Source: an optimization exercise on an open RTL-to-GDS flow (aim: small area). Production flows keep margins and buffers that such runs may drop. Function not checked in this run: the RTL went through the layout flow alone. Power and IR drop assume default switching activity.

<file path="flow/run.sh">
#!/bin/bash
# synth_recipe.tcl (not shown) runs the flow's synth.tcl, then flattens the netlist and writes it again
# the make line also repeats each setting of config.mk as NAME=value (left out here)
make -C /OpenROAD-flow-scripts/flow DESIGN_CONFIG=/design/flow/config.mk WORK_HOME=/design/flow/orfs CLKGATE_MAP_FILE= SYNTH_SCRIPT=/design/flow/synth_recipe.tcl finish
</file>
<file path="flow/constraint.sdc">
create_clock -name core_clock -period 12.0 [get_ports {clk}]
set_input_delay 2.4000 -clock core_clock [delete_from_list [all_inputs] [get_ports {clk}]]
set_output_delay 2.4000 -clock core_clock [all_outputs]
set_load 0.01 [all_outputs]
</file>
<file path="flow/design.v">
module kc_aoi3 (
    input  wire       s0,
    input  wire       s1,
    input  wire       s2,
    input  wire [7:0] d0,
    input  wire [7:0] d1,
    input  wire [7:0] d2,
    output wire [7:0] yn
);
    assign yn = ~(({8{s0}} & d0) | ({8{s1}} & d1) | ({8{s2}} & d2));
endmodule
module kc_dec256 (
    input  wire [7:0]   idx,
    input  wire         en,
    output wire [255:0] sel
);
    wire [15:0] lo = en ? (16'd1 << idx[3:0]) : 16'd0;
    wire [15:0] hi = 16'd1 << idx[7:4];
    genvar i;
    generate
        for (i = 0; i < 256; i = i + 1) begin : g
            assign sel[i] = lo[i % 16] & hi[i / 16];
        end
    endgenerate
endmodule
module kc_rd256 (
    input  wire [255:0]  sel,
    input  wire [2047:0] mem,
    output wire [7:0]    q
);
    wire [8*86-1:0] yn;
    genvar i;
    generate
        for (i = 0; i < 85; i = i + 1) begin : g
            kc_aoi3 u (
                .s0(sel[3*i]), .s1(sel[3*i+1]), .s2(sel[3*i+2]),
                .d0(mem[8*(3*i)+:8]), .d1(mem[8*(3*i+1)+:8]), .d2(mem[8*(3*i+2)+:8]),
                .yn(yn[8*i+:8])
            );
        end
    endgenerate
    assign yn[8*85+:8] = ~({8{sel[255]}} & mem[8*255+:8]);
    reg [7:0] acc;
    integer j;
    always @(*) begin
        acc = 8'd0;
        for (j = 0; j < 86; j = j + 1)
            acc = acc | ~yn[8*j+:8];
    end
    assign q = acc;
endmodule
module keechain_fsc (
    input  wire        clk,
    input  wire        rst,         
    input  wire        reg_sel,
    input  wire        reg_we,
    input  wire [11:0] reg_addr,
    input  wire [31:0] reg_wdata,
    output reg  [31:0] reg_rdata,
    input  wire        rx_valid,
    input  wire [7:0]  rx_data,
    output reg         rx_take,
    output reg         tx_valid,
    output reg  [7:0]  tx_data,
    input  wire        expired,
    output wire        busy,
    output wire        done
);
    localparam [7:0]  MAGIC_B      = 8'hBA;
    localparam [31:0] CFG_VALUE    = 32'hBABA0104;
    localparam [2:0] PH_IDLE = 3'd0;
    localparam [2:0] PH_SYNC = 3'd1;
    localparam [2:0] PH_HDR  = 3'd2;
    localparam [2:0] PH_BODY = 3'd3;
    localparam [2:0] PH_CALC = 3'd4;
    localparam [2:0] PH_EMIT = 3'd5;
    localparam [2:0] ST_OK       = 3'd0;
    localparam [2:0] ST_TIMEOUT  = 3'd1;
    localparam [2:0] ST_CRC      = 3'd2;
    localparam [2:0] ST_LEN_EXC  = 3'd3;
    localparam [2:0] ST_MALFORM  = 3'd4;
    localparam [2:0] ST_ILLEGAL  = 3'd7;
    localparam [11:0] A_CMD        = 12'h200;
    localparam [11:0] A_STATUS     = 12'h201;
    reg [2:0]  phase;
    reg        emit_body;    
    reg        win_ba;       
    reg [3:0]  hidx;         
    reg [7:0]  cnt;          
    reg [10:0] acc;          
    reg [1:0]  pos;
    reg [31:0] rxlen;
    reg        st_done;
    reg        st_rx_valid;
    reg        st_ovr;
    reg [2:0]  st_code;
    reg [7:0]  tx_meta;
    reg [7:0]  tx_type;
    reg [31:0] tx_len;
    reg [7:0]  rx_version;
    reg [7:0]  rx_meta;
    reg [7:0]  rx_type;
    reg [31:0] rx_csum;
    reg [2047:0] txbuf;
    reg [2047:0] rxbuf;
    wire host_rd   = reg_sel & ~reg_we;
    wire host_wr   = reg_sel &  reg_we;
    wire is_idle   = (phase == PH_IDLE);
    wire enc_busy  = (phase == PH_CALC) || (phase == PH_EMIT);
    wire dec_phase = (phase == PH_SYNC) || (phase == PH_HDR) || (phase == PH_BODY);
    wire is_cmd    = (reg_addr == A_CMD);
    wire dispatch  = host_wr && is_idle && is_cmd;
    wire [3:0] op  = reg_wdata[3:0];
    wire [7:0] arg = reg_wdata[15:8];
    wire addr_txbuf = (reg_addr[11:8] == 4'h0);
    wire addr_rxbuf = (reg_addr[11:8] == 4'h1);
    wire addr_regs  = (reg_addr[11:4] == 8'h20);
    wire a_meta     = addr_regs && (reg_addr[3:0] == 4'h5);
    wire a_type     = addr_regs && (reg_addr[3:0] == 4'h6);
    wire a_len      = addr_regs && (reg_addr[3:0] == 4'h7);
    wire addr_txreg = addr_txbuf || a_meta || a_type || a_len;
    wire tx_wr_ok   = !rst && host_wr && !enc_busy;
    assign busy = !is_idle;
    assign done = st_done;
    wire rx_byte = !expired && rx_valid;              
    wire body_wr = !rst && (phase == PH_BODY) && rx_byte;
    wire [255:0] tx_wsel, rx_wsel, host_rsel, seq_rsel;
    kc_dec256 u_dec_txw (.idx(reg_addr[7:0]), .en(tx_wr_ok && addr_txbuf), .sel(tx_wsel));
    kc_dec256 u_dec_rxw (.idx(cnt),           .en(body_wr),                .sel(rx_wsel));
    kc_dec256 u_dec_hr  (.idx(reg_addr[7:0]), .en(1'b1),                   .sel(host_rsel));
    kc_dec256 u_dec_sr  (.idx(cnt),           .en(1'b1),                   .sel(seq_rsel));
    wire [7:0] host_tx_q, host_rx_q, seq_q;
    kc_rd256 u_rd_htx (.sel(host_rsel), .mem(txbuf), .q(host_tx_q));
    kc_rd256 u_rd_hrx (.sel(host_rsel), .mem(rxbuf), .q(host_rx_q));
    kc_rd256 u_rd_seq (.sel(seq_rsel),  .mem(txbuf), .q(seq_q));
    genvar gi;
    generate
        for (gi = 0; gi < 256; gi = gi + 1) begin : g_buf
            always @(posedge clk) begin
                if (tx_wsel[gi])
                    txbuf[8*gi+:8] <= reg_wdata[7:0];
                if (rx_wsel[gi])
                    rxbuf[8*gi+:8] <= rx_data;
            end
        end
    endgenerate
    always @(*) begin
        reg_rdata = 32'd0;
        if (!rst && host_rd) begin
            if (addr_txbuf)
                reg_rdata = {24'd0, host_tx_q};
            else if (addr_rxbuf)
                reg_rdata = {24'd0, host_rx_q};
            else if (addr_regs) begin
                case (reg_addr[3:0])
                    4'h1: reg_rdata = {21'd0, phase, 1'b0, st_code, st_ovr,
                                       st_rx_valid, st_done, busy};
                    4'h2: reg_rdata = CFG_VALUE;
                    4'h3: reg_rdata = {21'd0, acc};
                    4'h4: reg_rdata = {30'd0, pos};
                    4'h5: reg_rdata = {24'd0, tx_meta};
                    4'h6: reg_rdata = {24'd0, tx_type};
                    4'h7: reg_rdata = tx_len;
                    4'h8: reg_rdata = {24'd0, rx_version};
                    4'h9: reg_rdata = {24'd0, rx_meta};
                    4'hA: reg_rdata = {24'd0, rx_type};
                    4'hB: reg_rdata = rxlen;
                    4'hD: reg_rdata = rx_csum;
                    default: reg_rdata = 32'd0;
                endcase
            end
        end
    end
    reg [7:0] head_byte;
    always @(*) begin
        case (hidx)
            4'd0:    head_byte = MAGIC_B;
            4'd1:    head_byte = MAGIC_B;
            4'd2:    head_byte = 8'h01;
            4'd3:    head_byte = tx_meta;
            4'd4:    head_byte = tx_type;
            4'd5:    head_byte = tx_len[31:24];
            4'd6:    head_byte = tx_len[23:16];
            4'd7:    head_byte = tx_len[15:8];
            4'd8:    head_byte = tx_len[7:0];
            4'd11:   head_byte = {5'd0, acc[10:8]};
            4'd12:   head_byte = acc[7:0];
            default: head_byte = 8'h00;
        endcase
    end
    always @(*) begin
        rx_take  = !rst && dec_phase && rx_byte;
        tx_valid = !rst && (phase == PH_EMIT);
        tx_data  = !tx_valid ? 8'h00 : (emit_body ? seq_q : head_byte);
    end
    wire [7:0]  acc_in  = (phase == PH_CALC) ? seq_q : rx_data;
    wire [10:0] acc_nx  = acc ^ ({3'd0, acc_in} << pos);
    wire [8:0]  cnt_inc = {1'b0, cnt} + 9'd1;
    wire        rx_last = (cnt_inc == rxlen[8:0]);
    wire        tx_last = (cnt_inc == tx_len[8:0]);
    always @(posedge clk) begin
        if (rst) begin
            phase       <= PH_IDLE;
            win_ba      <= 1'b0;
            acc         <= 11'd0;
            pos         <= 2'd0;
            rxlen       <= 32'd0;
            st_done     <= 1'b0;
            st_rx_valid <= 1'b0;
            st_ovr      <= 1'b0;
            st_code     <= ST_OK;
            tx_meta     <= 8'h00;
            tx_type     <= 8'h00;
            tx_len      <= 32'd0;
            rx_version  <= 8'h00;
            rx_meta     <= 8'h00;
            rx_type     <= 8'h00;
            rx_csum     <= 32'd0;
        end else begin
            if (host_wr && !dispatch) begin
                if (addr_txreg) begin
                    if (enc_busy)
                        st_ovr <= 1'b1;
                    else if (a_meta)
                        tx_meta <= reg_wdata[7:0];
                    else if (a_type)
                        tx_type <= reg_wdata[7:0];
                    else if (a_len)
                        tx_len <= reg_wdata;
                end else if (is_cmd) begin
                    st_ovr <= 1'b1;
                end else if (reg_addr == A_STATUS) begin
                    if (reg_wdata[3])
                        st_ovr <= 1'b0;
                end
            end
            case (phase)
                PH_IDLE: begin
                    if (dispatch) begin
                        case (op)
                            4'h0: ;  
                            4'h1: begin  
                                win_ba      <= 1'b0;
                                hidx        <= 4'd0;
                                rxlen       <= 32'd0;
                                rx_version  <= 8'h00;
                                rx_meta     <= 8'h00;
                                rx_type     <= 8'h00;
                                rx_csum     <= 32'd0;
                                acc         <= 11'd0;
                                pos         <= 2'd0;
                                st_done     <= 1'b0;
                                st_rx_valid <= 1'b0;
                                st_code     <= ST_OK;
                                phase       <= PH_SYNC;
                            end
                            4'h2: begin  
                                if (tx_len > 32'd256) begin
                                    st_done <= 1'b1;
                                    st_code <= ST_LEN_EXC;
                                end else begin
                                    acc       <= 11'd0;
                                    pos       <= 2'd0;
                                    cnt       <= 8'd0;
                                    hidx      <= 4'd0;
                                    emit_body <= 1'b0;
                                    st_done   <= 1'b0;
                                    st_code   <= ST_OK;
                                    phase     <= (tx_len[8:0] == 9'd0) ? PH_EMIT : PH_CALC;
                                end
                            end
                            4'h3: begin  
                                acc     <= 11'd0;
                                pos     <= 2'd0;
                                st_done <= 1'b1;
                                st_code <= ST_OK;
                            end
                            4'h4: begin  
                                acc     <= acc ^ ({3'd0, arg} << pos);
                                pos     <= pos + 2'd1;
                                st_done <= 1'b1;
                                st_code <= ST_OK;
                            end
                            default: begin  
                                st_done <= 1'b1;
                                st_code <= ST_ILLEGAL;
                            end
                        endcase
                    end
                end
                PH_SYNC: begin
                    if (expired) begin
                        st_done <= 1'b1;
                        st_code <= ST_TIMEOUT;
                        phase   <= PH_IDLE;
                    end else if (rx_valid) begin
                        if (win_ba && rx_data == MAGIC_B) begin
                            win_ba <= 1'b0;
                            phase  <= PH_HDR;
                        end else begin
                            win_ba <= (rx_data == MAGIC_B);
                        end
                    end
                end
                PH_HDR: begin
                    if (expired) begin
                        st_done <= 1'b1;
                        st_code <= ST_TIMEOUT;
                        phase   <= PH_IDLE;
                    end else if (rx_valid) begin
                        case (hidx)
                            4'd0:  rx_version     <= rx_data;
                            4'd1:  rx_meta        <= rx_data;
                            4'd2:  rx_type        <= rx_data;
                            4'd3:  rxlen[31:24]   <= rx_data;
                            4'd4:  rxlen[23:16]   <= rx_data;
                            4'd5:  rxlen[15:8]    <= rx_data;
                            4'd6:  rxlen[7:0]     <= rx_data;
                            4'd7:  rx_csum[31:24] <= rx_data;
                            4'd8:  rx_csum[23:16] <= rx_data;
                            4'd9:  rx_csum[15:8]  <= rx_data;
                            default: rx_csum[7:0] <= rx_data;
                        endcase
                        if (hidx == 4'd10) begin
                            if (rxlen == 32'd0) begin
                                st_done <= 1'b1;
                                st_code <= ST_MALFORM;
                                phase   <= PH_IDLE;
                            end else if (rxlen > 32'd256) begin
                                st_done <= 1'b1;
                                st_code <= ST_LEN_EXC;
                                phase   <= PH_IDLE;
                            end else begin
                                cnt   <= 8'd0;
                                phase <= PH_BODY;
                            end
                        end else begin
                            hidx <= hidx + 4'd1;
                        end
                    end
                end
                PH_BODY: begin
                    if (expired) begin
                        st_done <= 1'b1;
                        st_code <= ST_TIMEOUT;
                        phase   <= PH_IDLE;
                    end else if (rx_valid) begin
                        acc <= acc_nx;
                        pos <= pos + 2'd1;
                        cnt <= cnt_inc[7:0];
                        if (rx_last) begin
                            st_done <= 1'b1;
                            phase   <= PH_IDLE;
                            if (rx_csum[31:11] == 21'd0 && acc_nx == rx_csum[10:0]) begin
                                st_rx_valid <= 1'b1;
                                st_code     <= ST_OK;
                            end else begin
                                st_code     <= ST_CRC;
                            end
                        end
                    end
                end
                PH_CALC: begin
                    acc <= acc_nx;
                    pos <= pos + 2'd1;
                    cnt <= cnt_inc[7:0];
                    if (tx_last) begin
                        hidx  <= 4'd0;
                        phase <= PH_EMIT;
                    end
                end
                PH_EMIT: begin
                    if (!emit_body) begin
                        hidx <= hidx + 4'd1;
                        if (hidx == 4'd12) begin
                            cnt       <= 8'd0;
                            emit_body <= 1'b1;
                            if (tx_len[8:0] == 9'd0) begin
                                st_done <= 1'b1;
                                st_code <= ST_OK;
                                phase   <= PH_IDLE;
                            end
                        end
                    end else begin
                        cnt <= cnt_inc[7:0];
                        if (tx_last) begin
                            st_done <= 1'b1;
                            st_code <= ST_OK;
                            phase   <= PH_IDLE;
                        end
                    end
                end
                default: phase <= PH_IDLE;
            endcase
        end
    end
endmodule
</file>
<file path="flow/config.mk">
export PLATFORM = sky130hd
export DESIGN_NAME = keechain_fsc
export DESIGN_NICKNAME = keechain_fsc
export VERILOG_FILES = /design/flow/design.v
export SDC_FILE = /design/flow/constraint.sdc
export NUM_CORES = 8
export LEC_CHECK = 0
export CAP_MARGIN = 35
export CORE_MARGIN = 2
export CORE_UTILIZATION = 55
export PLACE_DENSITY = 0.65
export SLEW_MARGIN = 20
export SYNTH_HIERARCHICAL = 1
</file>
==> results.yml <==
floorplanning:
  die-area_sq_um: 312000
  start_util_pct: 55.3
  ios: 102
  num_rows: 203
  design.core.area_sq_um: 306000
  fp.dieW_microns: 559
  die_h_microns: 559
clock_network:
  clock_path_buffers: 4
  root_buffer: "clkbuf_16"
  holdBufCountCts: 0
  cts_sinks: 4268
  clk_pin_slew_worst_paths_ps: 60
  numCtsBuffers: 423
  cts_max_level: 5
  cts_resized: 0
  clock_latency_ps: 1000
  post_cts_buffers: 0
  cts_tree: "built"
sta:
  tns_ps: 0
  worstMarginPinSlew_ps: 1370
  maxSlewViolCount: 0
  clock.fmax_mhz: 86.7
  maxSlewHeadroom_pct: 8.74
  rsz0062_at_grt: "false"
  min_period_ps: 11540
  finalSetupViolCount: 0
  period_share_pct: 96.1
  hold_viol: 0
  fin_worst_skew_ps: 54.4
final_layout:
  stdcell_count: 15300
  register_area_sq_um: 127000
  drive_above_1_share_pct: 20.6
  fill_cells: 21400
  nets: 10900
  multi_input_area_sq_um: 40700
  syn2layout_area_growth_pct: 15.9
routing:
  drtPass1Iterations: 15
  route.detailed.drc: 0
  drtIter0Drc: 32300
  vias_per_cell: 7.94
  wl_per_cell_microns: 41.7
  ant_nets: 0
  wirelength_microns: 640000
  via_count: 122000
setup_path:
  cp-end-kind: "output port"
  critPathLaunch: "reg_addr[1]"
  rr_worst_depth: 16
  r2r-start: "cnt[0]"
  path_max_fanout: 20
  rrSetupSlack_ps: 3890
  path_class: "in2out"
  r2r-end: "st_code[1]"
  crit_required_ps: 9600
  start_kind: "primary input"
  arrival_ps: 9140
  endpoint: "reg_rdata[3]"
power_and_ir_drop:
  ir_worst_vdd_mv: 0.147
  power_density_nw_per_um2: 157
  leakagePower_nw: 60.9
logic_synthesis:
  synth_area_per_cell_sq_um: 16.6
  syn_inst: 10200
  synth_area_sq_um: 169000
  synth_seq_area_share_pct: 74.8
  yosysMostFrequentCell: "edfxtp_1"
  ys.flop_type: "edfxtp_1"
  synth_cell_types: 87
  synth_edf_count: 4109
  synth_seq_cells: 4268
  synth_largest_area_cell: "edfxtp_1"
  yosysWarnings: 8
  synthTopCellsByCount: "edfxtp_1 (4109), a222oi_1 (2054), nor3_1 (1001), clkbuf_2 (510), nand4_1 (492)"
  synthTopCellsByArea: "edfxtp_1 (73%), a222oi_1 (12%), nor3_1 (3.0%)"
  synth-async-reset-ratio_pct: 0
  synth_top_area_share_pct: 72.9
flow_run:
  maxCapViolCount: 0
global_route:
  track_usage_pct: 39.9
  antenna_found_initial: 43
  grt_pass1_vias: 112000
  grt_max_degree: 160
  grt_pass1_wl_microns: 872000
  overflow: 0
place:
  place_congestion: 1.04
  dpl.hpwl_microns: 430000
  portBuffers: 101
  dpl.cell_count: 14400
worst_hold_path:
  min_path_cells: 2
  worstHoldPathType: "reg2reg"
run_status:
  status: "no timing/DRC/antenna violations"
==> critical path, stage by stage <==
cell and delay (ps):
clkdlybuf4s50_1 930, nand2_4 810, buf_4 550, nor3_2 100
buf_4 220, a222oi_1 820, nand4_1 310, or4_1 680
nor4_2 900, nand4_1 240, o21ai_0 230, a21oi_1 140
clkdlybuf4s50_1 690
==> per-stage QoR <==
stage | hold slack [ps] | util [%] | setup WS, ps | area (sq um) | total power [W]
6_report | 488 | 64.1 | 465 | 196000 | 0.0308
2_1_floorplan | 437 | - | 4470 | 169000 | 0.0168
5_1_grt | 503 | 64.1 | 560 | 196000 | 0.0314
4_1_cts | 483 | 63.8 | 859 | 195000 | 0.0308
3_5_place_dp | 467 | 59.1 | 887 | 181000 | 0.0173
3_3_place_gp | 464 | 57.7 | 813 | 177000 | 0.0173
==> cells by family (layout without fill, tap and decap cells) <==
group,count (synthesis),after routing,share of synthesized area (%)
buffers and inverters,974,2003,2.63
AOI/OAI and AO/OA,2430,2430,13.6
muxes,142,142,0.904
adders and majority gates,5,5,0.0370
xor gates and xnor gates,46,46,0.279
and+or+nand+nor,2323,2323,7.71
other,1,29,0.00222
DFF,4268,4268,74.8
==> area by class of cell <==
class | count | share of cell area [%]
flip-flops and latches | 4268 | 64.6
multi-input cells | 4954 | 20.8
clock inverters | 292 | 1.67
well taps | 4100 | 2.62
clock buffers | 490 | 5.64
repair buffers | 1203 | 4.67
diodes | 21 | 0.0268
inverters | 18 | 0.0345
==> where the power goes <==
part	internal, W	switching [W]
sequential	0.0163	0.000000275
clock	0.00793	0.00578
combinational	0.000115	0.000620
total	0.0244	0.00640
==> worst min-delay path by stage <==
stage                           from    endpoint  slack (ps)
after global placement    tx_type[4]  tx_type[4]         460
after global routing      tx_type[7]  tx_type[7]         500
after detailed placement  tx_type[4]  tx_type[4]         470
final                     tx_type[7]  tx_type[7]         490
after CTS                 tx_type[7]  tx_type[7]         480
after floorplan           st_code[0]  st_code[0]         440
==> routing by layer <==
metal  share of wire [%]  GRT usage, %
met5               0.018         0.139
met1                  35          53.5
met2                  43          58.1
met3                  15          12.6
met4                 6.7          21.9
==> flip-flops by register name, summed over array words and instances, names as in the netlist, 2 cells and up <==
register and cells:
acc 11, cnt 8, hidx 4, phase 3
pos 2, rx_csum 32, rx_meta 8, rx_type 8
rx_version 8, rxbuf 2048, rxlen 32, st_code 3
tx_len 32, tx_meta 8, tx_type 8, txbuf 2048
==> Yosys stat by module (local to each module, per instance) <==
| module | cells | times used | flip-flops and latches | area [sq um] |
|---|---|---|---|---|
| kc_rd256 | 232 | 3 | 0 | 1540 |
| kc_aoi3 | 10 | 255 | 0 | 90.1 |
| keechain_fsc | 5483 | 1 | 4268 | 134000 |
| kc_dec256 | 365 | 4 | 0 | 1890 |
==> cell usage in the layout, fill, tap and decap left out, types with 26 or more instances in the layout <==
cell type,synthesis,layout
bufinv_16,0,61
clkbuf_2,510,48
buf_2,40,374
buf_8,1,26
edfxtp_1,4109,4109
nor3_1,1001,623
clkdlybuf4s50_1,0,79
dfxtp_1,159,159
nand3_1,31,27
mux2i_1,123,123
a31oi_1,27,27
nor4_1,96,76
a222oi_1,2054,2054
clkinv_2,0,83
nor2_1,191,190
nand4_1,492,492
a22oi_1,41,41
clkbuf_16,0,432
and4_1,29,29
or4_1,51,51
nor3_2,41,392
buf_4,1,582
clkbuf_1,310,54
a21oi_1,115,115
clkinv_1,1,91
o21ai_0,72,72
nor3_4,0,27
nand2_1,196,192
buf_6,13,50

## separate check: timing with driven ports
No port has a modelled driver above. Below, the same layout with a new extraction and two added sets of constraints.
Step 1 (the two cells are an assumption about what drives the block):
set clk [get_ports {clk}]
set_driving_cell -lib_cell sky130_fd_sc_hd__clkbuf_16 $clk
set_driving_cell -lib_cell sky130_fd_sc_hd__buf_2 [delete_from_list [all_inputs] $clk]
Step 2 moves the port delays by t, midway between the first and last clock arrival at a register: inputs arrive t later, outputs are due t later. That takes back most of the time a late clock gives input paths.
Slacks: no drivers / after step 1 / after step 2; pairs: no drivers / after step 1.
t (ns): 1.076
setup slack, ns: 0.465 / 0.433 / 0.433
hold slack, ns: 0.488 / 0.488 / 0.488
worst setup path after step 2: input to output
cell pins on the clock port's net: 1
After both steps setup and hold are still met in this run. For this run, drivers alone change the setup slack by -0.032 ns; drivers and shift together by -0.032 ns.
